Source: an optimization exercise on an open RTL-to-GDS flow (aim: small area, a short achievable clock period and few clock cycles per item). Production flows keep margins and buffers that such runs may drop.
The RTL of this run was laid out without a check of its function.
Power is estimated from default activity; no workload was simulated.

$ cat flow/run.sh
#!/bin/bash
# Layout flow: the standard synthesis and ORFS flow, with
#  - the timing repair steps (floorplan, CTS, global route) aiming for a
#    setup slack of MARGIN ns instead of 0, so that they size and buffer
#    the critical paths for a shorter period than the design's (the
#    constraints themselves are unchanged);
#  - the port buffers made of buf_2 cells instead of the delay buffers
#    buffer_ports picks by default (every port still gets its buffer).
set -euo pipefail
W=$(pwd)
MARGIN=$(cat "$W/flow/margin.txt")
bash standard.sh synth > "$W/synth.log" 2>&1
make -C "$FLOW_HOME" DESIGN_CONFIG="$W/config.mk" WORK_HOME="$W/orfs" CLKGATE_MAP_FILE= \
    SYNTH_SCRIPT="$W/synth_recipe.tcl" SETUP_SLACK_MARGIN="$MARGIN" \
    BUFFER_PORTS_ARGS="-buffer_cell sky130_fd_sc_hd__buf_2" finish > "$W/layout.log" 2>&1
bash standard.sh finish > "$W/final_def.log" 2>&1
$ cat flow/margin.txt
23
$ cat standard.sh
#!/bin/bash
# synth_recipe.tcl (not shown) runs the flow's synth.tcl, then flattens the netlist and writes it again
# the make line also repeats each setting of config.mk as NAME=value (left out here)
make -C /OpenROAD-flow-scripts/flow DESIGN_CONFIG=/design/flow/config.mk WORK_HOME=/design/flow/orfs CLKGATE_MAP_FILE= SYNTH_SCRIPT=/design/flow/synth_recipe.tcl "${@:-finish}"
$ cat config.mk
export PLATFORM = sky130hd
export DESIGN_NAME = dither_stream
export DESIGN_NICKNAME = dither_stream
export VERILOG_FILES = /design/flow/design.v
export SDC_FILE = /design/flow/constraint.sdc
export NUM_CORES = 4
export LEC_CHECK = 0
export CAP_MARGIN = 20
export CORE_MARGIN = 2
export CORE_UTILIZATION = 40
export SLEW_MARGIN = 20
$ cat constraint.sdc
create_clock -name core_clock -period 32.0 [get_ports {clk}]
set_input_delay 6.4000 -clock core_clock [delete_from_list [all_inputs] [get_ports {clk}]]
set_output_delay 6.4000 -clock core_clock [all_outputs]
set_load 0.01 [all_outputs]
$ cat design.v
module dither_stream (
    input  wire        clk,
    input  wire        rst,
    input  wire        start,
    input  wire        mode,
    input  wire [6:0]  width,
    input  wire [15:0] height,
    output reg         busy,
    input  wire        in_valid,
    output wire        in_ready,
    input  wire [7:0]  in_r,
    input  wire [7:0]  in_g,
    input  wire [7:0]  in_b,
    input  wire [7:0]  in_a,
    output reg         out_valid,
    input  wire        out_ready,
    output wire [7:0]  out_r,
    output wire [7:0]  out_g,
    output wire [7:0]  out_b,
    output wire [7:0]  out_a
);
    integer i;
    reg        mode_r;
    reg [6:0]  w_r;
    reg        w_is1, w_is2, w_is3, w_is4, w_ge3;
    reg        sg28, sg16, sg8, sg4, sg2, sg1;    
    wire [6:0] wm1 = w_r - 7'd1;
    wire [6:0] wm2 = w_r - 7'd2;
    wire [6:0] dl  = (w_r >= 7'd5) ? w_r - 7'd5 : 7'd0;
    wire       dl28 = (dl >= 7'd28);
    wire [6:0] dlr = dl28 ? dl - 7'd28 : dl;
    wire       slow = (w_r < 7'd5);
    always @(posedge clk) begin
        if (!busy) begin
            mode_r <= mode;
            w_r    <= width;
        end
        w_is1 <= (w_r == 7'd1);
        w_is2 <= (w_r == 7'd2);
        w_is3 <= (w_r == 7'd3);
        w_is4 <= (w_r == 7'd4);
        w_ge3 <= (w_r >= 7'd3);
        sg28  <= dl28;
        sg16  <= dlr[4];
        sg8   <= dlr[3];
        sg4   <= dlr[2];
        sg2   <= dlr[1];
        sg1   <= dlr[0];
    end
    reg        in_ready_r;
    reg        in_done;
    reg        ir_v;        
    reg        r1_v;        
    reg        r2_v;        
    reg [4:0]  na;          
    reg [4:0]  nq;          
    assign in_ready = in_ready_r;
    wire take  = in_valid && in_ready_r;
    wire pop   = out_valid && out_ready;
    wire start_ok = !busy && start;
    reg [6:0]  px;
    reg [15:0] rows;        
    reg [1:0]  rsat;        
    wire px_last  = (px == wm1);
    wire row_last = (rows == 16'd1);
    wire is_last   = px_last && row_last;
    wire is_penult = w_is1 ? (rows == 16'd2) : ((px == wm2) && row_last);
    wire take_last = ir_v ? is_penult : is_last;
    wire na1      = na[0] && !na[1];
    wire last_pop = pop && in_done && na1;
    wire busy_n   = start_ok || (busy && !last_pop);
    wire done_n   = !start_ok && (in_done || (take && take_last));
    wire full_n   = !pop && (na[4] || (na[3] && take));
    wire throttle = slow && (take || ir_v);
    wire na_up    = take && !pop;
    wire na_dn    = pop && !take;
    always @(posedge clk) begin
        if (rst) begin
            busy       <= 1'b0;
            in_ready_r <= 1'b0;
            in_done    <= 1'b0;
            ir_v       <= 1'b0;
            r1_v       <= 1'b0;
            r2_v       <= 1'b0;
            na         <= 5'd0;
        end else begin
            busy       <= busy_n;
            in_done    <= done_n;
            in_ready_r <= busy_n && !done_n && !full_n && !throttle;
            ir_v       <= take;
            r1_v       <= ir_v;
            r2_v       <= r1_v;
            if (na_up)
                na <= {na[3:0], 1'b1};
            else if (na_dn)
                na <= {1'b0, na[4:1]};
        end
    end
    always @(posedge clk) begin
        if (!busy) begin
            px   <= 7'd0;
            rows <= height;
            rsat <= 2'd0;
        end else if (ir_v) begin
            if (px_last) begin
                px   <= 7'd0;
                rows <= rows - 16'd1;
                if (!rsat[1]) rsat <= rsat + 2'd1;
            end else begin
                px <= px + 7'd1;
            end
        end
    end
    reg [7:0] ir_r, ir_g, ir_b;
    always @(posedge clk) begin
        ir_r <= in_r;
        ir_g <= in_g;
        ir_b <= in_b;
    end
    reg       hq;
    reg [7:0] hg;
    reg [7:0] h2, h3;
    wire [4:0] hg5p = hg[7:3] + {4'd0, hg[2:0] == 3'd7};
    wire [5:0] h1a  = hq ? {hg5p != 5'd0, hg5p} : {1'b0, hg[7:3]};
    wire [7:0] h1c  = mode_r ? hg + {7'd0, hq} : {{2{h1a[5]}}, h1a};
    wire [7:0] pos0 = (r1_v && r2_v) ? h1c : (r1_v || r2_v) ? h2 : h3;
    reg [7:0] r0a, r1a, r2a;
    reg [5:0] r0b, r1b, r3a, r4a;
    function [10:0] enc;
        input       fs;
        input [7:0] a;
        input [5:0] b;
        reg a16, b16;
        begin
            a16 = (a[5:0] == 6'b010000);
            b16 = (b == 6'b010000);
            if (fs)
                enc = {3'b000, a};
            else if (!a16 && !b16)
                enc = {1'b0, a[4:0], b[4:0]};
            else if (a16)
                enc = {2'b10, 3'b000, b};
            else
                enc = {2'b11, 4'b0000, a[4:0]};
        end
    endfunction
    wire [5:0]  bpush = w_is4 ? r3a : (w_is3 ? r2a[5:0] : r4a);
    wire [10:0] head = enc(mode_r, pos0, bpush);
    reg [10:0] s28 [0:27];
    reg [10:0] s16 [0:15];
    reg [10:0] s8  [0:7];
    reg [10:0] s4  [0:3];
    reg [10:0] s2  [0:1];
    reg [10:0] s1;
    wire [10:0] y28 = sg28 ? s28[27] : head;
    wire [10:0] y16 = sg16 ? s16[15] : y28;
    wire [10:0] y8  = sg8  ? s8[7]   : y16;
    wire [10:0] y4  = sg4  ? s4[3]   : y8;
    wire [10:0] y2  = sg2  ? s2[1]   : y4;
    wire [10:0] lo  = sg1  ? s1      : y2;
    always @(posedge clk) begin
        if (ir_v) begin
            s28[0] <= head;
            for (i = 1; i < 28; i = i + 1) s28[i] <= s28[i-1];
            s16[0] <= y28;
            for (i = 1; i < 16; i = i + 1) s16[i] <= s16[i-1];
            s8[0] <= y16;
            for (i = 1; i < 8; i = i + 1) s8[i] <= s8[i-1];
            s4[0] <= y8;
            for (i = 1; i < 4; i = i + 1) s4[i] <= s4[i-1];
            s2[0] <= y4;
            s2[1] <= s2[0];
            s1 <= y2;
        end
    end
    wire [5:0] lo_a6 = lo[10] ? (lo[9] ? {lo[4], lo[4:0]} : 6'b010000)
                              : {lo[9], lo[9:5]};
    wire [5:0] lo_b6 = lo[10] ? (lo[9] ? 6'b010000 : lo[5:0])
                              : {lo[4], lo[4:0]};
    wire [7:0] lo_a  = mode_r ? lo[7:0] : {{2{lo_a6[5]}}, lo_a6};
    always @(posedge clk) begin
        if (ir_v) begin
            r0a <= lo_a;
            r0b <= lo_b6;
            r1a <= r0a;
            r1b <= r0b;
            r2a <= r1a;
            r3a <= r2a[5:0];
            r4a <= r3a;
        end
    end
    wire has_up  = (rsat != 2'd0);
    wire has_up2 = rsat[1];
    wire has_l1  = (px != 7'd0);
    wire has_l2  = (px[6:1] != 6'd0);
    wire has_r1  = !px_last;
    wire [7:0] c_upr = w_is4 ? h3  : (w_is3 ? h2 : r0a);
    wire [7:0] c_up  = w_is4 ? r0a : (w_is3 ? h3 : (w_is2 ? h2 : r1a));
    wire [7:0] c_upl = w_is4 ? r1a : (w_is3 ? r0a : (w_is2 ? h3 : r2a));
    wire [5:0] c_up2 = w_is4 ? r0b  : (w_is3 ? r2a[5:0] : (w_is2 ? r0a[5:0]
                     : (w_is1 ? h2[5:0] : r1b)));
    wire m_upl = has_up && has_l1;
    wire m_up  = has_up && !w_is1;
    wire m_upr = has_up && has_r1 && w_ge3;
    function signed [8:0] val;
        input       fs;
        input [7:0] c;
        begin
            if (fs) val = {c[7] & (c[6:0] != 7'd0), c};
            else    val = {c[7], c};
        end
    endfunction
    wire signed [8:0] e_upl = val(mode_r, c_upl);
    wire signed [8:0] e_up  = val(mode_r, c_up);
    wire signed [8:0] e_upr = val(mode_r, c_upr);
    wire signed [10:0] p5 = (e_up <<< 2) + e_up;
    wire signed [10:0] p3 = (e_upr <<< 1) + e_upr;
    wire [6:0] a1 = (m_upl ? c_upl[6:0] : 7'd0) + (has_up2 ? {c_up2[5], c_up2} : 7'd0);
    wire [6:0] a2 = (m_up  ? c_up[6:0]  : 7'd0);
    wire [6:0] a3 = (m_upr ? c_upr[6:0] : 7'd0);
    wire [6:0] q1 = mode_r ? (m_upl ? {{2{e_upl[8]}}, e_upl[8:4]} : 7'd0) : a1;
    wire [6:0] q2 = mode_r ? (m_up  ? p5[10:4] : 7'd0) : a2;
    wire [6:0] q3 = mode_r ? (m_upr ? p3[10:4] : 7'd0) : a3;
    wire k1 = mode_r && m_upl && (e_upl[3:0] != 4'd0);
    wire k2 = mode_r && m_up  && (e_up[3:0]  != 4'd0);
    wire k3 = mode_r && m_upr && (e_upr[3:0] != 4'd0);
    function [8:0] pchain;
        input [7:0] c;
        input [6:0] q1, q2, q3;
        input       k1, k2, k3;
        reg [9:0] s1, s2, s3;
        reg       i1, i2, i3, z1, z2;
        begin
            s1 = {2'b00, c} + {{3{q1[6]}}, q1};
            i1 = s1[9] & k1;
            z1 = i1 & (s1[7:0] == 8'hff);
            s2 = {2'b00, s1[7:0]} + {{3{q2[6]}}, q2} + {9'd0, i1};
            i2 = (z1 ? q2[6] : s2[9]) & k2;
            z2 = i2 & (s2[7:0] == 8'hff);
            s3 = {2'b00, s2[7:0]} + {{3{q3[6]}}, q3} + {9'd0, i2};
            i3 = (z2 ? q3[6] : s3[9]) & k3;
            pchain = {i3, s3[7:0]};
        end
    endfunction
    wire [8:0] pv_r = pchain(ir_r, q1, q2, q3, k1, k2, k3);
    wire [8:0] pv_g = pchain(ir_g, q1, q2, q3, k1, k2, k3);
    wire [8:0] pv_b = pchain(ir_b, q1, q2, q3, k1, k2, k3);
    wire f_l  = has_l1;
    wire f_u1 = !has_l1 && has_up && w_is1;
    wire f_u2 = !has_l1 && has_up && w_is2;
    wire f_on = f_l || f_u1 || f_u2;
    reg [8:0] v1_r, v1_g, v1_b;
    reg [7:0] fc1;
    always @(posedge clk) begin
        v1_r <= pv_r;
        v1_g <= pv_g;
        v1_b <= pv_b;
        fc1  <= {mode_r && f_u2,                  
                 mode_r && f_u1,                  
                 mode_r && f_l,                   
                 !mode_r && f_on,                 
                 !mode_r && has_l2,               
                 mode_r && (f_u1 || f_u2),        
                 mode_r && f_on,                  
                 1'b0};
    end
    wire [7:0] pv2_r = v1_r[7:0] + {7'd0, v1_r[8]};
    wire [7:0] pv2_g = v1_g[7:0] + {7'd0, v1_g[8]};
    wire [7:0] pv2_b = v1_b[7:0] + {7'd0, v1_b[8]};
    wire a0s_t1 = pv2_r[6] ^ ~pv2_r[4];
    wire a0s_t2 = pv2_r[6] & ~pv2_r[4];
    wire a0s_t3 = pv2_r[7] ^ ~pv2_r[5] ^ ~pv2_r[3];
    wire a0s_t4 = (pv2_r[7] & ~pv2_r[5]) | (pv2_r[7] & ~pv2_r[3]) | (~pv2_r[5] & ~pv2_r[3]);
    wire a0s_t5 = ~pv2_r[6] ^ ~pv2_r[4] ^ pv2_r[2];
    wire a0s_t6 = (~pv2_r[6] & ~pv2_r[4]) | (~pv2_r[6] & pv2_r[2]) | (~pv2_r[4] & pv2_r[2]);
    wire a0s_t7 = ~pv2_r[7] ^ ~pv2_r[5] ^ pv2_r[3];
    wire a0s_t8 = (~pv2_r[7] & ~pv2_r[5]) | (~pv2_r[7] & pv2_r[3]) | (~pv2_r[5] & pv2_r[3]);
    wire a0s_t9 = pv2_r[0] ^ ~pv2_g[6];
    wire a0s_t10 = pv2_r[0] & ~pv2_g[6];
    wire a0s_t11 = ~pv2_r[6] ^ pv2_r[4] ^ pv2_r[1];
    wire a0s_t12 = (~pv2_r[6] & pv2_r[4]) | (~pv2_r[6] & pv2_r[1]) | (pv2_r[4] & pv2_r[1]);
    wire a0s_t13 = ~pv2_g[7] ^ pv2_g[5];
    wire a0s_t14 = ~pv2_g[7] & pv2_g[5];
    wire a0s_t15 = ~pv2_r[7] ^ pv2_r[5] ^ pv2_r[2];
    wire a0s_t16 = (~pv2_r[7] & pv2_r[5]) | (~pv2_r[7] & pv2_r[2]) | (pv2_r[5] & pv2_r[2]);
    wire a0s_t17 = pv2_r[6] ^ pv2_r[3] ^ ~pv2_r[0];
    wire a0s_t18 = (pv2_r[6] & pv2_r[3]) | (pv2_r[6] & ~pv2_r[0]) | (pv2_r[3] & ~pv2_r[0]);
    wire a0s_t19 = pv2_r[7] ^ pv2_r[4] ^ ~pv2_r[1];
    wire a0s_t20 = (pv2_r[7] & pv2_r[4]) | (pv2_r[7] & ~pv2_r[1]) | (pv2_r[4] & ~pv2_r[1]);
    wire a0s_t21 = pv2_g[5] ^ ~pv2_g[2];
    wire a0s_t22 = pv2_g[5] & ~pv2_g[2];
    wire a0s_t23 = pv2_r[5] ^ ~pv2_r[2] ^ pv2_r[0];
    wire a0s_t24 = (pv2_r[5] & ~pv2_r[2]) | (pv2_r[5] & pv2_r[0]) | (~pv2_r[2] & pv2_r[0]);
    wire a0s_t25 = pv2_g[6] ^ ~pv2_g[3];
    wire a0s_t26 = pv2_g[6] & ~pv2_g[3];
    wire a0s_t27 = pv2_r[6] ^ ~pv2_r[3] ^ pv2_r[1];
    wire a0s_t28 = (pv2_r[6] & ~pv2_r[3]) | (pv2_r[6] & pv2_r[1]) | (~pv2_r[3] & pv2_r[1]);
    wire a0s_t29 = pv2_g[7] ^ ~pv2_g[4] ^ ~pv2_g[2];
    wire a0s_t30 = (pv2_g[7] & ~pv2_g[4]) | (pv2_g[7] & ~pv2_g[2]) | (~pv2_g[4] & ~pv2_g[2]);
    wire a0s_t31 = pv2_g[0] ^ pv2_b[7];
    wire a0s_t32 = pv2_g[0] & pv2_b[7];
    wire a0s_t33 = pv2_r[7] ^ ~pv2_r[4] ^ pv2_r[2];
    wire a0s_t34 = (pv2_r[7] & ~pv2_r[4]) | (pv2_r[7] & pv2_r[2]) | (~pv2_r[4] & pv2_r[2]);
    wire a0s_t35 = pv2_r[0] ^ ~pv2_g[5] ^ ~pv2_g[3];
    wire a0s_t36 = (pv2_r[0] & ~pv2_g[5]) | (pv2_r[0] & ~pv2_g[3]) | (~pv2_g[5] & ~pv2_g[3]);
    wire a0s_t37 = pv2_g[1] ^ pv2_b[6];
    wire a0s_t38 = pv2_g[1] & pv2_b[6];
    wire a0s_t39 = ~pv2_r[5] ^ pv2_r[3] ^ pv2_r[1];
    wire a0s_t40 = (~pv2_r[5] & pv2_r[3]) | (~pv2_r[5] & pv2_r[1]) | (pv2_r[3] & pv2_r[1]);
    wire a0s_t41 = ~pv2_g[6] ^ ~pv2_g[4] ^ pv2_g[2];
    wire a0s_t42 = (~pv2_g[6] & ~pv2_g[4]) | (~pv2_g[6] & pv2_g[2]) | (~pv2_g[4] & pv2_g[2]);
    wire a0s_t43 = ~pv2_r[6] ^ pv2_r[4] ^ pv2_r[2];
    wire a0s_t44 = (~pv2_r[6] & pv2_r[4]) | (~pv2_r[6] & pv2_r[2]) | (pv2_r[4] & pv2_r[2]);
    wire a0s_t45 = ~pv2_r[7] ^ pv2_r[5];
    wire a0s_t46 = ~pv2_r[7] & pv2_r[5];
    wire a0s_t47 = pv2_r[5] ^ ~pv2_r[3] ^ ~pv2_r[1];
    wire a0s_t48 = (pv2_r[5] & ~pv2_r[3]) | (pv2_r[5] & ~pv2_r[1]) | (~pv2_r[3] & ~pv2_r[1]);
    wire a0s_t49 = ~pv2_r[2] ^ pv2_r[0] ^ ~pv2_g[6];
    wire a0s_t50 = (~pv2_r[2] & pv2_r[0]) | (~pv2_r[2] & ~pv2_g[6]) | (pv2_r[0] & ~pv2_g[6]);
    wire a0s_t51 = ~pv2_g[3] ^ pv2_g[1] ^ ~pv2_b[4];
    wire a0s_t52 = (~pv2_g[3] & pv2_g[1]) | (~pv2_g[3] & ~pv2_b[4]) | (pv2_g[1] & ~pv2_b[4]);
    wire a0s_t53 = pv2_r[1] ^ ~pv2_g[7] ^ ~pv2_g[4];
    wire a0s_t54 = (pv2_r[1] & ~pv2_g[7]) | (pv2_r[1] & ~pv2_g[4]) | (~pv2_g[7] & ~pv2_g[4]);
    wire a0s_t55 = pv2_g[2] ^ ~pv2_b[5] ^ ~pv2_b[1];
    wire a0s_t56 = (pv2_g[2] & ~pv2_b[5]) | (pv2_g[2] & ~pv2_b[1]) | (~pv2_b[5] & ~pv2_b[1]);
    wire a0s_t57 = 1'b1 ^ a0s_t3;
    wire a0s_t58 = 1'b1 & a0s_t3;
    wire a0s_t59 = ~pv2_g[5] ^ pv2_g[3] ^ pv2_g[0];
    wire a0s_t60 = (~pv2_g[5] & pv2_g[3]) | (~pv2_g[5] & pv2_g[0]) | (pv2_g[3] & pv2_g[0]);
    wire a0s_t61 = ~pv2_b[6] ^ ~pv2_b[2] ^ pv2_b[0];
    wire a0s_t62 = (~pv2_b[6] & ~pv2_b[2]) | (~pv2_b[6] & pv2_b[0]) | (~pv2_b[2] & pv2_b[0]);
    wire a0s_t63 = 1'b1 ^ a0s_t5 ^ a0s_t4;
    wire a0s_t64 = (1'b1 & a0s_t5) | (1'b1 & a0s_t4) | (a0s_t5 & a0s_t4);
    wire a0s_t65 = pv2_g[4] ^ pv2_g[1] ^ ~pv2_b[7];
    wire a0s_t66 = (pv2_g[4] & pv2_g[1]) | (pv2_g[4] & ~pv2_b[7]) | (pv2_g[1] & ~pv2_b[7]);
    wire a0s_t67 = ~pv2_b[3] ^ pv2_b[1] ^ 1'b1;
    wire a0s_t68 = (~pv2_b[3] & pv2_b[1]) | (~pv2_b[3] & 1'b1) | (pv2_b[1] & 1'b1);
    wire a0s_t69 = a0s_t7 ^ a0s_t9 ^ a0s_t6;
    wire a0s_t70 = (a0s_t7 & a0s_t9) | (a0s_t7 & a0s_t6) | (a0s_t9 & a0s_t6);
    wire a0s_t71 = pv2_g[2] ^ ~pv2_b[4] ^ pv2_b[2];
    wire a0s_t72 = (pv2_g[2] & ~pv2_b[4]) | (pv2_g[2] & pv2_b[2]) | (~pv2_b[4] & pv2_b[2]);
    wire a0s_t73 = pv2_b[0] ^ 1'b1 ^ a0s_t11;
    wire a0s_t74 = (pv2_b[0] & 1'b1) | (pv2_b[0] & a0s_t11) | (1'b1 & a0s_t11);
    wire a0s_t75 = a0s_t13 ^ a0s_t8 ^ a0s_t10;
    wire a0s_t76 = (a0s_t13 & a0s_t8) | (a0s_t13 & a0s_t10) | (a0s_t8 & a0s_t10);
    wire a0s_t77 = pv2_g[6] ^ pv2_g[3] ^ ~pv2_g[0];
    wire a0s_t78 = (pv2_g[6] & pv2_g[3]) | (pv2_g[6] & ~pv2_g[0]) | (pv2_g[3] & ~pv2_g[0]);
    wire a0s_t79 = ~pv2_b[5] ^ pv2_b[3] ^ pv2_b[1];
    wire a0s_t80 = (~pv2_b[5] & pv2_b[3]) | (~pv2_b[5] & pv2_b[1]) | (pv2_b[3] & pv2_b[1]);
    wire a0s_t81 = a0s_t15 ^ a0s_t12 ^ a0s_t14;
    wire a0s_t82 = (a0s_t15 & a0s_t12) | (a0s_t15 & a0s_t14) | (a0s_t12 & a0s_t14);
    wire a0s_t83 = pv2_g[7] ^ pv2_g[4] ^ ~pv2_g[1];
    wire a0s_t84 = (pv2_g[7] & pv2_g[4]) | (pv2_g[7] & ~pv2_g[1]) | (pv2_g[4] & ~pv2_g[1]);
    wire a0s_t85 = ~pv2_b[6] ^ pv2_b[4] ^ pv2_b[2];
    wire a0s_t86 = (~pv2_b[6] & pv2_b[4]) | (~pv2_b[6] & pv2_b[2]) | (pv2_b[4] & pv2_b[2]);
    wire a0s_t87 = ~pv2_b[0] ^ a0s_t17 ^ a0s_t16;
    wire a0s_t88 = (~pv2_b[0] & a0s_t17) | (~pv2_b[0] & a0s_t16) | (a0s_t17 & a0s_t16);
    wire a0s_t89 = ~pv2_g[0] ^ ~pv2_b[7] ^ pv2_b[5];
    wire a0s_t90 = (~pv2_g[0] & ~pv2_b[7]) | (~pv2_g[0] & pv2_b[5]) | (~pv2_b[7] & pv2_b[5]);
    wire a0s_t91 = pv2_b[3] ^ ~pv2_b[1] ^ 1'b1;
    wire a0s_t92 = (pv2_b[3] & ~pv2_b[1]) | (pv2_b[3] & 1'b1) | (~pv2_b[1] & 1'b1);
    wire a0s_t93 = a0s_t19 ^ a0s_t21 ^ a0s_t18;
    wire a0s_t94 = (a0s_t19 & a0s_t21) | (a0s_t19 & a0s_t18) | (a0s_t21 & a0s_t18);
    wire a0s_t95 = ~pv2_g[1] ^ pv2_b[6] ^ pv2_b[4];
    wire a0s_t96 = (~pv2_g[1] & pv2_b[6]) | (~pv2_g[1] & pv2_b[4]) | (pv2_b[6] & pv2_b[4]);
    wire a0s_t97 = ~pv2_b[2] ^ 1'b1 ^ a0s_t23;
    wire a0s_t98 = (~pv2_b[2] & 1'b1) | (~pv2_b[2] & a0s_t23) | (1'b1 & a0s_t23);
    wire a0s_t99 = a0s_t25 ^ a0s_t20 ^ a0s_t22;
    wire a0s_t100 = (a0s_t25 & a0s_t20) | (a0s_t25 & a0s_t22) | (a0s_t20 & a0s_t22);
    wire a0s_t101 = pv2_b[5] ^ ~pv2_b[3] ^ pv2_b[0];
    wire a0s_t102 = (pv2_b[5] & ~pv2_b[3]) | (pv2_b[5] & pv2_b[0]) | (~pv2_b[3] & pv2_b[0]);
    wire a0s_t103 = 1'b1 ^ a0s_t27 ^ a0s_t29;
    wire a0s_t104 = (1'b1 & a0s_t27) | (1'b1 & a0s_t29) | (a0s_t27 & a0s_t29);
    wire a0s_t105 = a0s_t31 ^ a0s_t24 ^ a0s_t26;
    wire a0s_t106 = (a0s_t31 & a0s_t24) | (a0s_t31 & a0s_t26) | (a0s_t24 & a0s_t26);
    wire a0s_t107 = ~pv2_b[4] ^ pv2_b[1] ^ 1'b1;
    wire a0s_t108 = (~pv2_b[4] & pv2_b[1]) | (~pv2_b[4] & 1'b1) | (pv2_b[1] & 1'b1);
    wire a0s_t109 = a0s_t33 ^ a0s_t35 ^ a0s_t37;
    wire a0s_t110 = (a0s_t33 & a0s_t35) | (a0s_t33 & a0s_t37) | (a0s_t35 & a0s_t37);
    wire a0s_t111 = a0s_t28 ^ a0s_t30 ^ a0s_t32;
    wire a0s_t112 = (a0s_t28 & a0s_t30) | (a0s_t28 & a0s_t32) | (a0s_t30 & a0s_t32);
    wire a0s_t113 = pv2_g[0] ^ pv2_b[7] ^ ~pv2_b[5];
    wire a0s_t114 = (pv2_g[0] & pv2_b[7]) | (pv2_g[0] & ~pv2_b[5]) | (pv2_b[7] & ~pv2_b[5]);
    wire a0s_t115 = pv2_b[2] ^ a0s_t39 ^ a0s_t41;
    wire a0s_t116 = (pv2_b[2] & a0s_t39) | (pv2_b[2] & a0s_t41) | (a0s_t39 & a0s_t41);
    wire a0s_t117 = a0s_t34 ^ a0s_t36 ^ a0s_t38;
    wire a0s_t118 = (a0s_t34 & a0s_t36) | (a0s_t34 & a0s_t38) | (a0s_t36 & a0s_t38);
    wire a0s_t119 = ~pv2_g[7] ^ ~pv2_g[5] ^ pv2_g[3];
    wire a0s_t120 = (~pv2_g[7] & ~pv2_g[5]) | (~pv2_g[7] & pv2_g[3]) | (~pv2_g[5] & pv2_g[3]);
    wire a0s_t121 = pv2_g[1] ^ ~pv2_b[6] ^ pv2_b[3];
    wire a0s_t122 = (pv2_g[1] & ~pv2_b[6]) | (pv2_g[1] & pv2_b[3]) | (~pv2_b[6] & pv2_b[3]);
    wire a0s_t123 = a0s_t43 ^ a0s_t40 ^ a0s_t42;
    wire a0s_t124 = (a0s_t43 & a0s_t40) | (a0s_t43 & a0s_t42) | (a0s_t40 & a0s_t42);
    wire a0s_t125 = pv2_r[3] ^ ~pv2_g[6] ^ pv2_g[4];
    wire a0s_t126 = (pv2_r[3] & ~pv2_g[6]) | (pv2_r[3] & pv2_g[4]) | (~pv2_g[6] & pv2_g[4]);
    wire a0s_t127 = pv2_g[2] ^ ~pv2_b[7] ^ pv2_b[4];
    wire a0s_t128 = (pv2_g[2] & ~pv2_b[7]) | (pv2_g[2] & pv2_b[4]) | (~pv2_b[7] & pv2_b[4]);
    wire a0s_t129 = 1'b1 ^ a0s_t45 ^ a0s_t44;
    wire a0s_t130 = (1'b1 & a0s_t45) | (1'b1 & a0s_t44) | (a0s_t45 & a0s_t44);
    wire a0s_t131 = pv2_r[6] ^ pv2_r[4] ^ ~pv2_g[7];
    wire a0s_t132 = (pv2_r[6] & pv2_r[4]) | (pv2_r[6] & ~pv2_g[7]) | (pv2_r[4] & ~pv2_g[7]);
    wire a0s_t133 = pv2_g[5] ^ pv2_g[3] ^ pv2_b[5];
    wire a0s_t134 = (pv2_g[5] & pv2_g[3]) | (pv2_g[5] & pv2_b[5]) | (pv2_g[3] & pv2_b[5]);
    wire a0s_t135 = 1'b1 ^ a0s_t46;
    wire a0s_t136 = 1'b1 & a0s_t46;
    wire a0s_t137 = pv2_r[7] ^ pv2_r[5] ^ pv2_g[6];
    wire a0s_t138 = (pv2_r[7] & pv2_r[5]) | (pv2_r[7] & pv2_g[6]) | (pv2_r[5] & pv2_g[6]);
    wire a0s_t139 = pv2_g[4] ^ pv2_b[6];
    wire a0s_t140 = pv2_g[4] & pv2_b[6];
    wire a0s_t141 = pv2_r[3] ^ ~pv2_r[1];
    wire a0s_t142 = pv2_r[3] & ~pv2_r[1];
    wire a0s_t143 = pv2_r[4] ^ ~pv2_r[2] ^ ~pv2_r[0];
    wire a0s_t144 = (pv2_r[4] & ~pv2_r[2]) | (pv2_r[4] & ~pv2_r[0]) | (~pv2_r[2] & ~pv2_r[0]);
    wire a0s_t145 = ~pv2_g[4] ^ ~pv2_g[1];
    wire a0s_t146 = ~pv2_g[4] & ~pv2_g[1];
    wire a0s_t147 = ~pv2_g[5] ^ ~pv2_g[2] ^ pv2_g[0];
    wire a0s_t148 = (~pv2_g[5] & ~pv2_g[2]) | (~pv2_g[5] & pv2_g[0]) | (~pv2_g[2] & pv2_g[0]);
    wire a0s_t149 = ~pv2_b[3] ^ 1'b1 ^ a0s_t47;
    wire a0s_t150 = (~pv2_b[3] & 1'b1) | (~pv2_b[3] & a0s_t47) | (1'b1 & a0s_t47);
    wire a0s_t151 = ~pv2_b[0] ^ 1'b1 ^ a0s_t1;
    wire a0s_t152 = (~pv2_b[0] & 1'b1) | (~pv2_b[0] & a0s_t1) | (1'b1 & a0s_t1);
    wire a0s_t153 = a0s_t49 ^ a0s_t51 ^ a0s_t48;
    wire a0s_t154 = (a0s_t49 & a0s_t51) | (a0s_t49 & a0s_t48) | (a0s_t51 & a0s_t48);
    wire a0s_t155 = a0s_t2 ^ a0s_t53 ^ a0s_t55;
    wire a0s_t156 = (a0s_t2 & a0s_t53) | (a0s_t2 & a0s_t55) | (a0s_t53 & a0s_t55);
    wire a0s_t157 = a0s_t57 ^ a0s_t50 ^ a0s_t52;
    wire a0s_t158 = (a0s_t57 & a0s_t50) | (a0s_t57 & a0s_t52) | (a0s_t50 & a0s_t52);
    wire a0s_t159 = a0s_t59 ^ a0s_t61 ^ a0s_t63;
    wire a0s_t160 = (a0s_t59 & a0s_t61) | (a0s_t59 & a0s_t63) | (a0s_t61 & a0s_t63);
    wire a0s_t161 = a0s_t54 ^ a0s_t56 ^ a0s_t58;
    wire a0s_t162 = (a0s_t54 & a0s_t56) | (a0s_t54 & a0s_t58) | (a0s_t56 & a0s_t58);
    wire a0s_t163 = a0s_t65 ^ a0s_t67 ^ a0s_t69;
    wire a0s_t164 = (a0s_t65 & a0s_t67) | (a0s_t65 & a0s_t69) | (a0s_t67 & a0s_t69);
    wire a0s_t165 = a0s_t60 ^ a0s_t62 ^ a0s_t64;
    wire a0s_t166 = (a0s_t60 & a0s_t62) | (a0s_t60 & a0s_t64) | (a0s_t62 & a0s_t64);
    wire a0s_t167 = a0s_t71 ^ a0s_t73 ^ a0s_t75;
    wire a0s_t168 = (a0s_t71 & a0s_t73) | (a0s_t71 & a0s_t75) | (a0s_t73 & a0s_t75);
    wire a0s_t169 = a0s_t66 ^ a0s_t68 ^ a0s_t70;
    wire a0s_t170 = (a0s_t66 & a0s_t68) | (a0s_t66 & a0s_t70) | (a0s_t68 & a0s_t70);
    wire a0s_t171 = a0s_t77 ^ a0s_t79 ^ a0s_t81;
    wire a0s_t172 = (a0s_t77 & a0s_t79) | (a0s_t77 & a0s_t81) | (a0s_t79 & a0s_t81);
    wire a0s_t173 = a0s_t72 ^ a0s_t74 ^ a0s_t76;
    wire a0s_t174 = (a0s_t72 & a0s_t74) | (a0s_t72 & a0s_t76) | (a0s_t74 & a0s_t76);
    wire a0s_t175 = a0s_t83 ^ a0s_t85 ^ a0s_t87;
    wire a0s_t176 = (a0s_t83 & a0s_t85) | (a0s_t83 & a0s_t87) | (a0s_t85 & a0s_t87);
    wire a0s_t177 = a0s_t78 ^ a0s_t80 ^ a0s_t82;
    wire a0s_t178 = (a0s_t78 & a0s_t80) | (a0s_t78 & a0s_t82) | (a0s_t80 & a0s_t82);
    wire a0s_t179 = a0s_t89 ^ a0s_t91 ^ a0s_t93;
    wire a0s_t180 = (a0s_t89 & a0s_t91) | (a0s_t89 & a0s_t93) | (a0s_t91 & a0s_t93);
    wire a0s_t181 = a0s_t84 ^ a0s_t86 ^ a0s_t88;
    wire a0s_t182 = (a0s_t84 & a0s_t86) | (a0s_t84 & a0s_t88) | (a0s_t86 & a0s_t88);
    wire a0s_t183 = a0s_t95 ^ a0s_t97 ^ a0s_t99;
    wire a0s_t184 = (a0s_t95 & a0s_t97) | (a0s_t95 & a0s_t99) | (a0s_t97 & a0s_t99);
    wire a0s_t185 = a0s_t90 ^ a0s_t92 ^ a0s_t94;
    wire a0s_t186 = (a0s_t90 & a0s_t92) | (a0s_t90 & a0s_t94) | (a0s_t92 & a0s_t94);
    wire a0s_t187 = a0s_t101 ^ a0s_t103 ^ a0s_t105;
    wire a0s_t188 = (a0s_t101 & a0s_t103) | (a0s_t101 & a0s_t105) | (a0s_t103 & a0s_t105);
    wire a0s_t189 = a0s_t96 ^ a0s_t98 ^ a0s_t100;
    wire a0s_t190 = (a0s_t96 & a0s_t98) | (a0s_t96 & a0s_t100) | (a0s_t98 & a0s_t100);
    wire a0s_t191 = a0s_t107 ^ a0s_t109 ^ a0s_t111;
    wire a0s_t192 = (a0s_t107 & a0s_t109) | (a0s_t107 & a0s_t111) | (a0s_t109 & a0s_t111);
    wire a0s_t193 = a0s_t102 ^ a0s_t104 ^ a0s_t106;
    wire a0s_t194 = (a0s_t102 & a0s_t104) | (a0s_t102 & a0s_t106) | (a0s_t104 & a0s_t106);
    wire a0s_t195 = a0s_t113 ^ a0s_t115 ^ a0s_t117;
    wire a0s_t196 = (a0s_t113 & a0s_t115) | (a0s_t113 & a0s_t117) | (a0s_t115 & a0s_t117);
    wire a0s_t197 = a0s_t108 ^ a0s_t110 ^ a0s_t112;
    wire a0s_t198 = (a0s_t108 & a0s_t110) | (a0s_t108 & a0s_t112) | (a0s_t110 & a0s_t112);
    wire a0s_t199 = a0s_t119 ^ a0s_t121 ^ a0s_t123;
    wire a0s_t200 = (a0s_t119 & a0s_t121) | (a0s_t119 & a0s_t123) | (a0s_t121 & a0s_t123);
    wire a0s_t201 = a0s_t114 ^ a0s_t116 ^ a0s_t118;
    wire a0s_t202 = (a0s_t114 & a0s_t116) | (a0s_t114 & a0s_t118) | (a0s_t116 & a0s_t118);
    wire a0s_t203 = a0s_t125 ^ a0s_t127 ^ a0s_t129;
    wire a0s_t204 = (a0s_t125 & a0s_t127) | (a0s_t125 & a0s_t129) | (a0s_t127 & a0s_t129);
    wire a0s_t205 = a0s_t120 ^ a0s_t122 ^ a0s_t124;
    wire a0s_t206 = (a0s_t120 & a0s_t122) | (a0s_t120 & a0s_t124) | (a0s_t122 & a0s_t124);
    wire a0s_t207 = a0s_t131 ^ a0s_t133 ^ a0s_t135;
    wire a0s_t208 = (a0s_t131 & a0s_t133) | (a0s_t131 & a0s_t135) | (a0s_t133 & a0s_t135);
    wire a0s_t209 = a0s_t126 ^ a0s_t128 ^ a0s_t130;
    wire a0s_t210 = (a0s_t126 & a0s_t128) | (a0s_t126 & a0s_t130) | (a0s_t128 & a0s_t130);
    wire a0s_t211 = 1'b1 ^ a0s_t137 ^ a0s_t139;
    wire a0s_t212 = (1'b1 & a0s_t137) | (1'b1 & a0s_t139) | (a0s_t137 & a0s_t139);
    wire a0s_t213 = a0s_t132 ^ a0s_t134 ^ a0s_t136;
    wire a0s_t214 = (a0s_t132 & a0s_t134) | (a0s_t132 & a0s_t136) | (a0s_t134 & a0s_t136);
    wire a0s_t215 = pv2_r[6] ^ pv2_g[7] ^ pv2_g[5];
    wire a0s_t216 = (pv2_r[6] & pv2_g[7]) | (pv2_r[6] & pv2_g[5]) | (pv2_g[7] & pv2_g[5]);
    wire a0s_t217 = pv2_b[7] ^ a0s_t138 ^ a0s_t140;
    wire a0s_t218 = (pv2_b[7] & a0s_t138) | (pv2_b[7] & a0s_t140) | (a0s_t138 & a0s_t140);
    wire a0s_t219 = pv2_r[7] ^ pv2_g[6];
    wire a0s_t220 = pv2_r[7] & pv2_g[6];
    wire a0s_t221 = pv2_r[2] ^ ~pv2_r[0];
    wire a0s_t222 = pv2_r[2] & ~pv2_r[0];
    wire a0s_t223 = ~pv2_g[3] ^ ~pv2_g[0] ^ ~pv2_b[1];
    wire a0s_t224 = (~pv2_g[3] & ~pv2_g[0]) | (~pv2_g[3] & ~pv2_b[1]) | (~pv2_g[0] & ~pv2_b[1]);
    wire a0s_t225 = ~pv2_b[2] ^ a0s_t143 ^ a0s_t145;
    wire a0s_t226 = (~pv2_b[2] & a0s_t143) | (~pv2_b[2] & a0s_t145) | (a0s_t143 & a0s_t145);
    wire a0s_t227 = a0s_t147 ^ a0s_t149 ^ a0s_t144;
    wire a0s_t228 = (a0s_t147 & a0s_t149) | (a0s_t147 & a0s_t144) | (a0s_t149 & a0s_t144);
    wire a0s_t229 = a0s_t151 ^ a0s_t153 ^ a0s_t148;
    wire a0s_t230 = (a0s_t151 & a0s_t153) | (a0s_t151 & a0s_t148) | (a0s_t153 & a0s_t148);
    wire a0s_t231 = a0s_t155 ^ a0s_t157 ^ a0s_t152;
    wire a0s_t232 = (a0s_t155 & a0s_t157) | (a0s_t155 & a0s_t152) | (a0s_t157 & a0s_t152);
    wire a0s_t233 = a0s_t159 ^ a0s_t161 ^ a0s_t156;
    wire a0s_t234 = (a0s_t159 & a0s_t161) | (a0s_t159 & a0s_t156) | (a0s_t161 & a0s_t156);
    wire a0s_t235 = a0s_t163 ^ a0s_t165 ^ a0s_t160;
    wire a0s_t236 = (a0s_t163 & a0s_t165) | (a0s_t163 & a0s_t160) | (a0s_t165 & a0s_t160);
    wire a0s_t237 = a0s_t167 ^ a0s_t169 ^ a0s_t164;
    wire a0s_t238 = (a0s_t167 & a0s_t169) | (a0s_t167 & a0s_t164) | (a0s_t169 & a0s_t164);
    wire a0s_t239 = a0s_t171 ^ a0s_t173 ^ a0s_t168;
    wire a0s_t240 = (a0s_t171 & a0s_t173) | (a0s_t171 & a0s_t168) | (a0s_t173 & a0s_t168);
    wire a0s_t241 = a0s_t175 ^ a0s_t177 ^ a0s_t172;
    wire a0s_t242 = (a0s_t175 & a0s_t177) | (a0s_t175 & a0s_t172) | (a0s_t177 & a0s_t172);
    wire a0s_t243 = a0s_t179 ^ a0s_t181 ^ a0s_t176;
    wire a0s_t244 = (a0s_t179 & a0s_t181) | (a0s_t179 & a0s_t176) | (a0s_t181 & a0s_t176);
    wire a0s_t245 = a0s_t183 ^ a0s_t185 ^ a0s_t180;
    wire a0s_t246 = (a0s_t183 & a0s_t185) | (a0s_t183 & a0s_t180) | (a0s_t185 & a0s_t180);
    wire a0s_t247 = a0s_t187 ^ a0s_t189 ^ a0s_t184;
    wire a0s_t248 = (a0s_t187 & a0s_t189) | (a0s_t187 & a0s_t184) | (a0s_t189 & a0s_t184);
    wire a0s_t249 = a0s_t191 ^ a0s_t193 ^ a0s_t188;
    wire a0s_t250 = (a0s_t191 & a0s_t193) | (a0s_t191 & a0s_t188) | (a0s_t193 & a0s_t188);
    wire a0s_t251 = a0s_t195 ^ a0s_t197 ^ a0s_t192;
    wire a0s_t252 = (a0s_t195 & a0s_t197) | (a0s_t195 & a0s_t192) | (a0s_t197 & a0s_t192);
    wire a0s_t253 = a0s_t199 ^ a0s_t201 ^ a0s_t196;
    wire a0s_t254 = (a0s_t199 & a0s_t201) | (a0s_t199 & a0s_t196) | (a0s_t201 & a0s_t196);
    wire a0s_t255 = a0s_t203 ^ a0s_t205 ^ a0s_t200;
    wire a0s_t256 = (a0s_t203 & a0s_t205) | (a0s_t203 & a0s_t200) | (a0s_t205 & a0s_t200);
    wire a0s_t257 = a0s_t207 ^ a0s_t209 ^ a0s_t204;
    wire a0s_t258 = (a0s_t207 & a0s_t209) | (a0s_t207 & a0s_t204) | (a0s_t209 & a0s_t204);
    wire a0s_t259 = a0s_t211 ^ a0s_t213 ^ a0s_t208;
    wire a0s_t260 = (a0s_t211 & a0s_t213) | (a0s_t211 & a0s_t208) | (a0s_t213 & a0s_t208);
    wire a0s_t261 = a0s_t215 ^ a0s_t217 ^ a0s_t212;
    wire a0s_t262 = (a0s_t215 & a0s_t217) | (a0s_t215 & a0s_t212) | (a0s_t217 & a0s_t212);
    wire a0s_t263 = 1'b1 ^ a0s_t219 ^ a0s_t216;
    wire a0s_t264 = (1'b1 & a0s_t219) | (1'b1 & a0s_t216) | (a0s_t219 & a0s_t216);
    wire a0s_t265 = pv2_g[7] ^ 1'b1;
    wire a0s_t266 = pv2_g[7] & 1'b1;
    wire a0s_t267 = pv2_r[0] ^ ~pv2_g[0];
    wire a0s_t268 = pv2_r[0] & ~pv2_g[0];
    wire a0s_t269 = pv2_r[1] ^ ~pv2_g[1] ^ 1'b1;
    wire a0s_t270 = (pv2_r[1] & ~pv2_g[1]) | (pv2_r[1] & 1'b1) | (~pv2_g[1] & 1'b1);
    wire a0s_t271 = ~pv2_g[2] ^ ~pv2_b[0] ^ a0s_t221;
    wire a0s_t272 = (~pv2_g[2] & ~pv2_b[0]) | (~pv2_g[2] & a0s_t221) | (~pv2_b[0] & a0s_t221);
    wire a0s_t273 = a0s_t141 ^ a0s_t223 ^ a0s_t222;
    wire a0s_t274 = (a0s_t141 & a0s_t223) | (a0s_t141 & a0s_t222) | (a0s_t223 & a0s_t222);
    wire a0s_t275 = a0s_t142 ^ a0s_t225 ^ a0s_t224;
    wire a0s_t276 = (a0s_t142 & a0s_t225) | (a0s_t142 & a0s_t224) | (a0s_t225 & a0s_t224);
    wire a0s_t277 = a0s_t146 ^ a0s_t227 ^ a0s_t226;
    wire a0s_t278 = (a0s_t146 & a0s_t227) | (a0s_t146 & a0s_t226) | (a0s_t227 & a0s_t226);
    wire a0s_t279 = a0s_t150 ^ a0s_t229 ^ a0s_t228;
    wire a0s_t280 = (a0s_t150 & a0s_t229) | (a0s_t150 & a0s_t228) | (a0s_t229 & a0s_t228);
    wire a0s_t281 = a0s_t154 ^ a0s_t231 ^ a0s_t230;
    wire a0s_t282 = (a0s_t154 & a0s_t231) | (a0s_t154 & a0s_t230) | (a0s_t231 & a0s_t230);
    wire a0s_t283 = a0s_t158 ^ a0s_t233 ^ a0s_t232;
    wire a0s_t284 = (a0s_t158 & a0s_t233) | (a0s_t158 & a0s_t232) | (a0s_t233 & a0s_t232);
    wire a0s_t285 = a0s_t162 ^ a0s_t235 ^ a0s_t234;
    wire a0s_t286 = (a0s_t162 & a0s_t235) | (a0s_t162 & a0s_t234) | (a0s_t235 & a0s_t234);
    wire a0s_t287 = a0s_t166 ^ a0s_t237 ^ a0s_t236;
    wire a0s_t288 = (a0s_t166 & a0s_t237) | (a0s_t166 & a0s_t236) | (a0s_t237 & a0s_t236);
    wire a0s_t289 = a0s_t170 ^ a0s_t239 ^ a0s_t238;
    wire a0s_t290 = (a0s_t170 & a0s_t239) | (a0s_t170 & a0s_t238) | (a0s_t239 & a0s_t238);
    wire a0s_t291 = a0s_t174 ^ a0s_t241 ^ a0s_t240;
    wire a0s_t292 = (a0s_t174 & a0s_t241) | (a0s_t174 & a0s_t240) | (a0s_t241 & a0s_t240);
    wire a0s_t293 = a0s_t178 ^ a0s_t243 ^ a0s_t242;
    wire a0s_t294 = (a0s_t178 & a0s_t243) | (a0s_t178 & a0s_t242) | (a0s_t243 & a0s_t242);
    wire a0s_t295 = a0s_t182 ^ a0s_t245 ^ a0s_t244;
    wire a0s_t296 = (a0s_t182 & a0s_t245) | (a0s_t182 & a0s_t244) | (a0s_t245 & a0s_t244);
    wire a0s_t297 = a0s_t186 ^ a0s_t247 ^ a0s_t246;
    wire a0s_t298 = (a0s_t186 & a0s_t247) | (a0s_t186 & a0s_t246) | (a0s_t247 & a0s_t246);
    wire a0s_t299 = a0s_t190 ^ a0s_t249 ^ a0s_t248;
    wire a0s_t300 = (a0s_t190 & a0s_t249) | (a0s_t190 & a0s_t248) | (a0s_t249 & a0s_t248);
    wire a0s_t301 = a0s_t194 ^ a0s_t251 ^ a0s_t250;
    wire a0s_t302 = (a0s_t194 & a0s_t251) | (a0s_t194 & a0s_t250) | (a0s_t251 & a0s_t250);
    wire a0s_t303 = a0s_t198 ^ a0s_t253 ^ a0s_t252;
    wire a0s_t304 = (a0s_t198 & a0s_t253) | (a0s_t198 & a0s_t252) | (a0s_t253 & a0s_t252);
    wire a0s_t305 = a0s_t202 ^ a0s_t255 ^ a0s_t254;
    wire a0s_t306 = (a0s_t202 & a0s_t255) | (a0s_t202 & a0s_t254) | (a0s_t255 & a0s_t254);
    wire a0s_t307 = a0s_t206 ^ a0s_t257 ^ a0s_t256;
    wire a0s_t308 = (a0s_t206 & a0s_t257) | (a0s_t206 & a0s_t256) | (a0s_t257 & a0s_t256);
    wire a0s_t309 = a0s_t210 ^ a0s_t259 ^ a0s_t258;
    wire a0s_t310 = (a0s_t210 & a0s_t259) | (a0s_t210 & a0s_t258) | (a0s_t259 & a0s_t258);
    wire a0s_t311 = a0s_t214 ^ a0s_t261 ^ a0s_t260;
    wire a0s_t312 = (a0s_t214 & a0s_t261) | (a0s_t214 & a0s_t260) | (a0s_t261 & a0s_t260);
    wire a0s_t313 = a0s_t218 ^ a0s_t263 ^ a0s_t262;
    wire a0s_t314 = (a0s_t218 & a0s_t263) | (a0s_t218 & a0s_t262) | (a0s_t263 & a0s_t262);
    wire a0s_t315 = a0s_t220 ^ a0s_t265 ^ a0s_t264;
    wire a0s_t316 = (a0s_t220 & a0s_t265) | (a0s_t220 & a0s_t264) | (a0s_t265 & a0s_t264);
    wire a0s_t317 = 1'b1 ^ a0s_t266;
    wire a0s_t318 = 1'b1 & a0s_t266;
    wire [25:0] a0s_a = {a0s_t317, a0s_t315, a0s_t313, a0s_t311, a0s_t309, a0s_t307, a0s_t305, a0s_t303, a0s_t301, a0s_t299, a0s_t297, a0s_t295, a0s_t293, a0s_t291, a0s_t289, a0s_t287, a0s_t285, a0s_t283, a0s_t281, a0s_t279, a0s_t277, a0s_t275, a0s_t273, a0s_t271, a0s_t269, 1'b1};
    wire [25:0] a0s_b = {a0s_t316, a0s_t314, a0s_t312, a0s_t310, a0s_t308, a0s_t306, a0s_t304, a0s_t302, a0s_t300, a0s_t298, a0s_t296, a0s_t294, a0s_t292, a0s_t290, a0s_t288, a0s_t286, a0s_t284, a0s_t282, a0s_t280, a0s_t278, a0s_t276, a0s_t274, a0s_t272, a0s_t270, a0s_t268, a0s_t267};
    wire [25:0] a0s = a0s_a + a0s_b;
    reg [25:0] a0k;
    reg [7:0]  v2_r, v2_g, v2_b;
    reg [7:0]  fc2;
    always @(posedge clk) begin
        a0k  <= a0s;
        v2_r <= pv2_r;
        v2_g <= pv2_g;
        v2_b <= pv2_b;
        fc2  <= fc1;
    end
    wire fx1 = fc2[7], fx2 = fc2[6], fx3 = fc2[5], fa1 = fc2[4], fa2 = fc2[3];
    wire fy  = fc2[2], fc = fc2[1];
    wire [13:0] g14 = {6'd0, hg};
    wire        g7  = (hg[2:0] == 3'd7);
    wire [13:0] ea2 = {{4{h2[5]}}, h2[5:0], 4'd0};
    wire [13:0] kx = ({14{fx1}} & (g14 << 1)) | ({14{fx2}} & (g14 << 2))
                   | ({14{fx3}} & (g14 << 3)) | ({14{fa1}} & {5'd0, hg[7:3], 4'd0});
    wire [13:0] ky = ({14{fy}} & g14) | ({14{fx3}} & ~g14) | ({14{fa2}} & ea2);
    wire [13:0] kz = ({14{fx1 & hq}} & 14'h3d03)       
                   | ({14{fx2 & hq}} & 14'h3b05)       
                   | ({14{fx3 & hq}} & 14'h3908)       
                   | {13'd0, fx3 & !hq}
                   | ({14{fa1 & hq}} & (g7 ? 14'h3e10 : 14'h3e00));    
    wire [13:0] ks = kx ^ ky ^ kz;
    wire [13:0] kc = ((kx & ky) | (kx & kz) | (ky & kz)) << 1;
    wire [4:0]  k4 = {1'b0, ks[3:0]} + {1'b0, kc[3:0]};
    wire        c4 = k4[4];
    wire        fcor = fc && (hq ? (hg[3:0] != 4'hf) : (hg[3:0] != 4'h0));
    function [25:0] adj;
        input [7:0]  v;
        input [13:0] xs, xc;
        input        fcr;
        input [25:0] a256n, a1, a257, a256;
        reg   [13:0] a, s, c, t;
        reg          hi, ng, m1;
        begin
            a  = {2'b00, v, 4'b0000};
            s  = a ^ xs ^ xc;
            c  = ((a & xs) | (a & xc) | (xs & xc)) << 1;
            t  = s + c;
            hi = !t[13] && t[12];
            ng = t[13];
            m1 = (t[13:4] == 10'h3ff);
            adj = ({26{hi}} & a256n)
                | ({26{ng && m1 && fcr}} & a1)
                | ({26{ng && !m1 && fcr}} & a257)
                | ({26{ng && !fcr}} & a256);
        end
    endfunction
    wire [25:0] j_r = adj(v2_r, ks, kc, fcor, 26'h2cdd300, 26'h001322d, 26'h1335f2d, 26'h1322d00);
    wire [25:0] j_g = adj(v2_g, ks, kc, fcor, 26'h1a6e900, 26'h0025917, 26'h25b7017, 26'h2591700);
    wire [25:0] j_b = adj(v2_b, ks, kc, fcor, 26'h38b4400, 26'h00074bc, 26'h07530bc, 26'h074bc00);
    wire [25:0] t_ks = {ks[11:4], 18'd0};
    wire [25:0] t_kc = {kc[11:4], 18'd0};
    wire [25:0] fs1a = a0k ^ t_ks ^ t_kc;
    wire [25:0] fc1a = (((a0k & t_ks) | (a0k & t_kc) | (t_ks & t_kc)) << 1) | {7'd0, c4, 18'd0};
    wire [25:0] fs1b = j_r ^ j_g ^ j_b;
    wire [25:0] fc1b = ((j_r & j_g) | (j_r & j_b) | (j_g & j_b)) << 1;
    wire [25:0] fs2  = fs1a ^ fc1a ^ fs1b;
    wire [25:0] fc2x = ((fs1a & fc1a) | (fs1a & fs1b) | (fc1a & fs1b)) << 1;
    wire [25:0] fs3  = fs2 ^ fc2x ^ fc1b;
    wire [25:0] fc3  = ((fs2 & fc2x) | (fs2 & fc1b) | (fc2x & fc1b)) << 1;
    wire [25:0] lsum = fs3 + fc3;
    wire [7:0] gray = lsum[25:18];
    wire       q_hi = gray[7] && (gray[6:0] != 7'd0);
    always @(posedge clk) begin
        if (r2_v) begin
            hq <= q_hi;
            hg <= gray;
            h2 <= h1c;
            h3 <= h2;
        end
    end
    reg [7:0] qa [0:4];
    reg [4:0] qkn;           
    wire [5:0] nae = {na, 1'b1} & ~{1'b0, na};    
    wire [5:0] nqe = {nq, 1'b1} & ~{1'b0, nq};
    wire nq_up = r2_v && !pop;
    wire nq_dn = pop && !r2_v;
    always @(posedge clk) begin
        for (i = 0; i < 5; i = i + 1) begin
            if (pop ? nae[i + 1] : nae[i])
                qa[i] <= in_a;
            else if (pop)
                qa[i] <= (i < 4) ? qa[(i + 1) % 5] : qa[i];
            if (r2_v && (pop ? nqe[i + 1] : nqe[i]))
                qkn[i] <= !q_hi;
            else if (pop)
                qkn[i] <= (i < 4) ? qkn[(i + 1) % 5] : qkn[i];
        end
    end
    always @(posedge clk) begin
        if (rst) begin
            nq        <= 5'd0;
            out_valid <= 1'b0;
        end else begin
            if (nq_up)
                nq <= {nq[3:0], 1'b1};
            else if (nq_dn)
                nq <= {1'b0, nq[4:1]};
            out_valid <= r2_v || nq[1] || (nq[0] && !pop);
        end
    end
    assign out_r = 8'd0;
    assign out_g = {8{qkn[0]}};
    assign out_b = {qkn[0], 2'b00, qkn[0], qkn[0], qkn[0], 2'b00};
    assign out_a = qa[0];
endmodule
==> run summary <==
Status: complete, no violations
Setup crit end kind: flip-flop
Number of cell rows: 125
RSZ-0062 raised after global routing: true
Total Wirelength: 94300 um
Post-synthesis cell type count: 99
Crit-path slowest cell: fa_1
GP Congestion: 0.871
CP arrival: 9.13 ns
Grt ovf: 0
Port buffer count: 83
Drt initial violations: 1930
Global-route wire length before repair: 147000 um
Setup slack after layout: 23.28 ns
Overall die width: 345 um
Setup violators final: 0
Hold Slack: 0.325 ns
Min-Delay Endpoint: fc2[1]
Detailed placer's ending HPWL: 66700 um
DRC viols: 0
Worst skew pair latency: 0.71 ns
Total GRT Usage: 15.7%
WP data required: 32.41 ns
Post-synthesis cell area: 0.0465 sq mm
Yosys top cell area share: 51.1%
TritonRoute pass-1 iters: 6
Final #Nets: 4156
Cell taking the most area after synthesis: edfxtp_1
Crit-path max FO: 7
Clk slew on worst S/H paths: 0.06 ns
Synth Register Bits: 943
Clk sinks: 943
Area contributors post-synth: edfxtp_1 51%, fa_1 9.4%, ha_1 7.2%
Fraction of layout instances using a drive strength above 1: 11.7%
Clock Skew: 0.0778 ns
Chip Height: 345 um
R2R Path Start: hq
Ports: 96
Maximum clock rate: 0.115 GHz
Hold Path Cell Cnt: 0
Overall power: 3.91 mW
Wirelength per Cell: 18.1 um
Syn_area_per_cell: 13.4 sq um
Cells on worst reg2reg path: 31
Die area: 0.119 sq mm
H-tree Lvls: 3
Cells after synthesis: 3470
Post-layout util: 45.3%
Reg2reg setup slack: 23.28 ns
Max cap viols: 0
Setup_tns: 0 ns
Final ANT Viol Nets: 0
Async S/R FF share, synth: 0%
Initial antenna violation count: 1
CTS root buf: clkbuf_16
Min-delay src: fc1[1]
Critical path startpoint category: flip-flop
TritonCTS clock tree: yes
Pwr Density: 74.7 mW/mm^2
Max incr delay on CP: 0.55 ns
Predominant post-synthesis flop cell: edfxtp_1
Setup CP Type: flip-flop to flip-flop
Sequential fraction of the synthesis area: 57.6%
Hold Path Class: flip-flop to flip-flop
Yosys Warn Count: 7
Peak VDD IR: 0.0000917 V
Most common cell in the netlist: edfxtp_1
Largest net degree at the start of global routing: 182
LEAKAGE: 20.6 nW
Commonest cells post-synth: 791 x edfxtp_1, 399 x inv_1, 266 x ha_1
Total number of vias: 26133
Worst-Margin Slew: 1.05 ns
Area growth, synth to finish: 12.7%
R2r endpoint: hq
Core ar.: 0.116 sq mm
Vias in the first global route: 25526
Clock Tree Buf Depth: 3
Vias per std cell: 5.01
Initial cell density of the core: 40.2%
Pins Over Slew Limit: 0
Final hold violations: 0
Final min period: 8.72 ns
Place WS: 22.42 ns
Final worst-path cycle share: 27.3%
Post-synth EDFFs: 791
Post-CTS Hold Buffers: 0
CTS buffer count: 97
Headroom to the max-slew limit: 29.7%
## cell usage in the layout, fill, tap and decap left out, types with 73 or more instances in the layout
master	instances
nor2_1	219
o21ai_0	84
fa_1	219
inv_1	396
clkbuf_16	97
edfxtp_1	791
mux2_2	73
dfxtp_1	146
xnor2_1	114
xor2_1	79
buf_2	83
nand2_1	158
ha_1	264
a21oi_1	159
## final cells by class
class                           instances  area, sq um
Timing Repair inverter                  1         7.51
Inverter                              402         1520
Clock inverter                         71          940
Sequential cell                       943        26800
Antenna cell                            2         5.00
Tap cell                             1524         1910
Multi-Input combinational cell       2033        17900
Timing Repair Buffer                  132          825
Fill cell                           10363        63300
Clock buffer                          108         2490
## critical path, delay by kind of cell (launching register included)
| kind | cells | cell delay (ns) |
|---|---|---|
| AOI/OAI and AO/OA | 12 | 2.59 |
| xor gates and xnor gates | 1 | 0.20 |
| adders and majority gates | 7 | 2.93 |
| buffers and inverters | 4 | 0.23 |
| DFF | 1 | 0.47 |
| and+or+nand+nor | 7 | 2.05 |
## flip-flops by register name, indices dropped and copies added, names as in the netlist, 9 cells and up
register / cells
s28: 308
s16: 176
s8: 88
s4: 44
qa: 40
a0k: 26
s2: 22
rows: 16
s1: 11
v1_b: 9
v1_g: 9
v1_r: 9
## logic make-up (layout without fill, tap and decap cells)
kind of cell	Yosys count	after routing	share of synthesized area [%]
xor+xnor	200	200	3.77
fa+ha+maj	486	486	16.6
flops	943	943	57.6
simple gates	670	670	6.94
other cells	1	14	0.00806
compound gates	524	524	7.44
mux	141	141	3.28
buf+inv	505	714	4.36
## layer usage
| metal | track usage, % | share of wire, % | up-vias |
|---|---|---|---|
| met4 | 4.24 | 2.4 | 2 |
| met5 | 0 | 0.013 | - |
| met2 | 23.7 | 44 | 519 |
| met3 | 2.47 | 4.1 | 144 |
| li1 | - | - | 12518 |
| met1 | 23.4 | 49 | 12950 |
## repair_timing
action | 4_1_cts | 5_1_grt
pin swaps | 0 | 12
cloned | 0 | 1
setup buffers | 6 | 13
resized for setup | 3 | 33
setup endpoints to repair | 6 | 13
## report_power, final
group | total [mW] | switching (mW) | internal, mW
Combinational | 1.29 | 0.753 | 0.535
Clock | 1.18 | 0.491 | 0.691
Sequential | 1.44 | 0.0343 | 1.41
## metrics by stage
stage / cells / instance area, sq um
global placement: 5015 / 48600
detailed placement: 5015 / 48600
global route: 5214 / 52400
CTS: 5200 / 52100
finish: 5216 / 52400
floorplan: 3481 / 46600
## worst max-delay path by stage
stage,cells after the start,start,endpoint
final,31,hq,hq
after global routing,27,hg[1],hq
after CTS,31,hq,hq
after detailed placement,31,hq,qkn[0]
after global placement,31,hq,qkn[0]
after floorplan,33,hq,hq

## port drivers added, routing unchanged
The results above use ideal ports. As a check the final layout listed here was re-extracted and re-timed, cells and wires unchanged.
Step 1 assumes that a clkbuf_16 drives the clock port and a buf_2 every other input.
Step 2 adds t to the input delays and takes it off the output delays; t is the mean of the earliest and latest rising clock arrival at the registers after step 1. Input paths then give back, and output paths get back, about the clock's delay inside the block.
Three values: ideal ports, drivers, drivers and shift; two values: the first two.
t, ns: 0.742
slack for setup (ns): 23.278 / 23.278 / 23.260
worst setup path after step 2: input to register
cell pins on the clock port's net: 1
After both steps setup and hold are still met in this run. The setup slack of this run moves by 0.000 ns with the drivers and by -0.018 ns with both steps.
